Source: an optimization exercise on an open RTL-to-GDS flow (aim: a short achievable clock period and few clock cycles). Production flows keep margins and buffers that such runs may drop.
Function was checked by simulation only, so behaviour that the tests miss may differ from the original.
The clock input has no modelled driver; a real chip could not lean on it and would need a root buffer or a full tree.
Power figures rest on the tool's default switching activity, not on a simulated workload.

Design pcf2127_rrc, start of the top module:
module pcf2127_rrc (
    input  wire        clk,
    input  wire        rst,           
    input  wire        cmd_valid,
    input  wire [55:0] cmd_word,
    output reg         busy,
    output reg         done,
    output reg  [2:0]  status,
    output reg         bus_init,
    output reg  [7:0]  bus_selid,
    output reg         sel,
    output wire        xfer_req,
    output reg         xfer_rd,
    output reg  [7:0]  xfer_txd,
    input  wire        xfer_ack,
    input  wire        xfer_err,
    input  wire [7:0]  xfer_rxd,
    output reg         diag_valid,
    output reg  [4:0]  diag_idx,
    output wire [7:0]  diag_val,
    output reg  [7:0]  t_second,
    output reg  [7:0]  t_minute,
    output reg  [7:0]  t_hour,
    output reg  [7:0]  t_day,
    output reg  [7:0]  t_weekday,
    output reg  [7:0]  t_month,
    output reg  [7:0]  t_year
);
    localparam [4:0] ALM_CTL_IDX  = 5'h01;
  ...
export LEC_CHECK = 0
export CAP_MARGIN = 20
export CORE_MARGIN = 2
export CORE_UTILIZATION = 65
export PLACE_DENSITY = 0.75
export SLEW_MARGIN = 20
export SYNTH_HIERARCHICAL = 1
create_clock -name core_clock -period 14.0 [get_ports {clk}]
standard.sh (not shown) runs the stock make flow with config.mk's settings and CLKGATE_MAP_FILE= SYNTH_SCRIPT=/design/flow/synth_recipe.tcl, a recipe that flattens the netlist after the stock synthesis.
==> flow/flow/run.sh <==
#!/bin/bash
set -euo pipefail
KNOBS="SETUP_SLACK_MARGIN=11 MATCH_CELL_FOOTPRINT=0"
bash standard.sh $KNOBS place > orfs_place.log 2>&1
MCTS_LEAF_SINKS=24 MCTS_ROOTS=4 MCTS_SETUP_MARGIN=11 \
  openroad -no_init -exit flow/cts.tcl > cts.log 2>&1
bash standard.sh $KNOBS finish > orfs_finish.log 2>&1
==> flow/flow/cts.tcl <==
# Clock tree step in place of ORFS's TritonCTS run: a hand-built two-level
# tree (flow/manual_cts.tcl), then the same repair and legalisation that
# ORFS's cts step does, written where ORFS's later steps read it.
set P $::env(FLOW_HOME)/platforms/sky130hd
set R [pwd]/orfs/results/sky130hd/pcf2127_rrc/base
read_lef $P/lef/sky130_fd_sc_hd.tlef
read_lef $P/lef/sky130_fd_sc_hd_merged.lef
read_liberty $P/lib/sky130_fd_sc_hd__tt_025C_1v80.lib
read_db $R/3_place.odb
read_sdc $R/3_place.sdc
source $P/setRC.tcl
set_dont_use {sky130_fd_sc_hd__probe_p_8 sky130_fd_sc_hd__probec_p_8 sky130_fd_sc_hd__lpflow_*}

source [file join [file dirname [info script]] manual_cts.tcl]
manual_cts clk $::env(MCTS_LEAF_SINKS) $::env(MCTS_ROOTS) sky130_fd_sc_hd__clkbuf_16

set_propagated_clock [all_clocks]
detailed_placement
estimate_parasitics -placement
report_clock_latency
repair_timing -setup_margin $::env(MCTS_SETUP_MARGIN) -hold_margin 0 -repair_tns 100 -verbose
detailed_placement
check_placement -verbose
estimate_parasitics -placement
report_clock_latency
report_worst_slack -max
report_worst_slack -min

write_db $R/4_1_cts.odb
write_sdc -no_timestamp $R/4_cts.sdc
file copy -force $R/4_1_cts.odb $R/4_cts.odb
Other scripts of this flow, unchanged in this note and not shown: flow/flow/manual_cts.tcl
The starting point finished clean.
Testbench counts at the start, summed over its fixed seeds: cycles 398,866.
Change:
--- a/flow/flow/run.sh
+++ b/flow/flow/run.sh
@@ -5 +5 @@
-MCTS_LEAF_SINKS=24 MCTS_ROOTS=4 MCTS_SETUP_MARGIN=11 \
+MCTS_LEAF_SINKS=30 MCTS_ROOTS=4 MCTS_SETUP_MARGIN=11 \
Result: Die area is unchanged. Utilization barely changes. Combinational power barely changes. Wire length increases by 1.7%. Worst setup slack is better by 14 ps. Worst hold slack stays flat. Critical path depth is unchanged. Cell count barely changes. Via count stays flat. First-iteration DRC count increases by 3.6%.
In every run of this note, the design's own scripts or RTL, not TritonCTS, make the clock network.


pcf2127_rrc, a different RTL version from the one above (not shown whole).
Size in the first run: roughly 160 I/O pins.
Design pcf2127_rrc, start of the top module:
module pcf2127_rrc (
    input  wire        clk,
    input  wire        rst,           
    input  wire        cmd_valid,
    input  wire [55:0] cmd_word,
    output reg         busy,
    output reg         done,
    output reg  [2:0]  status,
    output reg         bus_init,
    output reg  [7:0]  bus_selid,
    output reg         sel,
    output reg         xfer_req,
    output reg         xfer_rd,
    output reg  [7:0]  xfer_txd,
    input  wire        xfer_ack,
    input  wire        xfer_err,
    input  wire [7:0]  xfer_rxd,
    output reg         diag_valid,
    output reg  [4:0]  diag_idx,
    output wire [7:0]  diag_val,
    output reg  [7:0]  t_second,
    output reg  [7:0]  t_minute,
    output reg  [7:0]  t_hour,
    output reg  [7:0]  t_day,
    output reg  [7:0]  t_weekday,
    output reg  [7:0]  t_month,
    output reg  [7:0]  t_year
);
    localparam [4:0] ALM_CTL_IDX  = 5'h01;
    localparam [4:0] PWR_CTL_IDX  = 5'h02;
    localparam [7:0] PWR_MASK     = 8'hE0;
    localparam [7:0] TSOFF_MASK   = 8'h40;
    localparam [7:0] CLKOUT_LP    = 8'h07;
    localparam [7:0] OTPR_MASK    = 8'h20;
    localparam [7:0] WDT_CLR_MASK = 8'hC3;
    localparam [7:0] WDT_SET_1HZ  = 8'h42;
    localparam [7:0] WDT_SET_60TH = 8'h43;
    localparam [7:0] WDT_CTL_OFF  = 8'h03;
    localparam [7:0] ALARM_OFF    = 8'h80;
    localparam [6:0] OTP_WAIT     = 7'd99;    
    localparam [2:0] ST_OK        = 3'd0;
    localparam [2:0] ST_ILLEGAL   = 3'd1;
    localparam [2:0] ST_NOT_INIT  = 3'd2;
    localparam [2:0] ST_RANGE     = 3'd3;
    localparam [2:0] ST_TRANSPORT = 3'd4;
    localparam [3:0] OP_RESET    = 4'h1;
    localparam [3:0] OP_OTP      = 4'h2;
    localparam [3:0] OP_LOWPWR   = 4'h3;
    localparam [3:0] OP_DUMP     = 4'h4;
    localparam [3:0] OP_SETTIME  = 4'h5;
    localparam [3:0] OP_READTIME = 4'h6;
    localparam [3:0] OP_ENALM    = 4'h7;
    localparam [3:0] OP_SETALM   = 4'h8;
  ...
clock: 14.0 ns
lec_check: 0
cap_margin: 20
core_margin: 2
core_utilization: 65
place_density: 0.75
slew_margin: 20
synth_hierarchical: 1
==> flow/flow/run.sh <==
#!/bin/bash
set -euo pipefail
KNOBS="SETUP_SLACK_MARGIN=11 MATCH_CELL_FOOTPRINT=0"
bash standard.sh $KNOBS place > orfs_place.log 2>&1
MCTS_LEAF_SINKS=24 MCTS_ROOTS=4 MCTS_SETUP_MARGIN=11 \
  openroad -no_init -exit flow/cts.tcl > cts.log 2>&1
bash standard.sh $KNOBS finish > orfs_finish.log 2>&1
Scripts as last shown in full above: flow/flow/cts.tcl
Other scripts of this flow, unchanged in this note and not shown: flow/flow/manual_cts.tcl
The first run finished with timing, DRC and antenna clean.
Testbench counts at the start, summed over its fixed seeds: cycles 398,866.
Next try:
CORE_UTILIZATION = 72   (was 65)
PLACE_DENSITY = 0.8   (was 0.75)
Sequential cell count stays the same. Worst setup slack got worse by 86 ps. Die area drops by 9.5%. Combinational power climbs by about 2%. Worst hold slack gains 37 ps. Power went up by 1.2%. Clock skew hardly moves. Wire length came out higher by 15%. Sequential share of layout area went down by 0.13 points. Core utilization rose by 7.7 points.
Next try:
CORE_UTILIZATION = 65   (was 72)
PLACE_DENSITY = 0.65   (was 0.8)
What happened: The changed run completed with no timing, DRC or antenna violations. Maximum frequency is higher by 2.4%. First-iteration DRC count is lower by 42%. Design area is about the same. Via count is lower by 6.4%. Total power is lower by 0.98%. Final cell count is higher by 2.2%. Die area is higher by 11%. Setup slack gains 86 ps. Global-route usage is lower by 7.2 points. Core utilization is lower by 7.5 points. Routed wire length is lower by 11%.
Next try:
CORE_UTILIZATION = 80   (was 65)
PLACE_DENSITY = 0.85   (was 0.65)
Now the flow aborted during global routing (5_1_grt) on GRT-0232.
Area after synthesis is unchanged.
Synthesized cell count does not change.
Next try:
==> flow/flow/run.sh (replaced) <==
#!/bin/bash
set -euo pipefail
KNOBS="SETUP_SLACK_MARGIN=12 MATCH_CELL_FOOTPRINT=0"
bash standard.sh $KNOBS place > orfs_place.log 2>&1
MCTS_LEAF_SINKS=24 MCTS_ROOTS=4 MCTS_SETUP_MARGIN=12 \
  openroad -no_init -exit flow/cts.tcl > cts.log 2>&1
bash standard.sh $KNOBS finish > orfs_finish.log 2>&1
CORE_UTILIZATION = 65   (was 80)
PLACE_DENSITY = 0.75   (was 0.85)
Outcome: With this change the flow completed with no timing, DRC or antenna violations; synthesized area stays the same; synthesized cell count does not change.
In the first, second, third and fifth runs of this note the design's own scripts or RTL, not TritonCTS, make the clock network.

-- re-timing with driven ports --
In the flow no input, the clock included, has a driving cell. The finished layouts below were timed again as built, in two steps. Step 1 assumes that a clkbuf_16 drives the clock port and a buf_2 every other input. Step 2, shift: input delay + t, output delay - t, t = (earliest + latest rising clock arrival at the registers) / 2. This alone moves slack from input paths to output paths. a / b / c = ideal / step 1 / step 2; a / b = the first two.
run | t (ns) | slack for setup (ns) | slew at the worst register clock pin (ns) | worst slew at a driven data input, ns
the first run of note 1 | 0.440 | 10.329 / 10.233 / 10.006 | 0.10 / 0.10 | 0.06
the second run of note 1 | 0.432 | 10.343 / 10.248 / 10.069 | 0.12 / 0.12 | 0.17
the first run of note 2 | 0.451 | 10.361 / 10.261 / 10.040 | 0.09 / 0.09 | 0.05
the second run of note 2 | 0.458 | 10.275 / 10.215 / 9.884 | 0.09 / 0.09 | 0.05
the third run of note 2 | 0.451 | 10.361 / 10.263 / 10.065 | 0.09 / 0.09 | 0.05
the fifth run of note 2 | 0.468 | 10.291 / 10.215 / 9.894 | 0.09 / 0.09 | 0.06
After both steps every run listed still meets setup and hold. The setup slack of the fifth run of note 2, which loses most, moves by -0.076 ns with the drivers and by -0.397 ns with both steps.
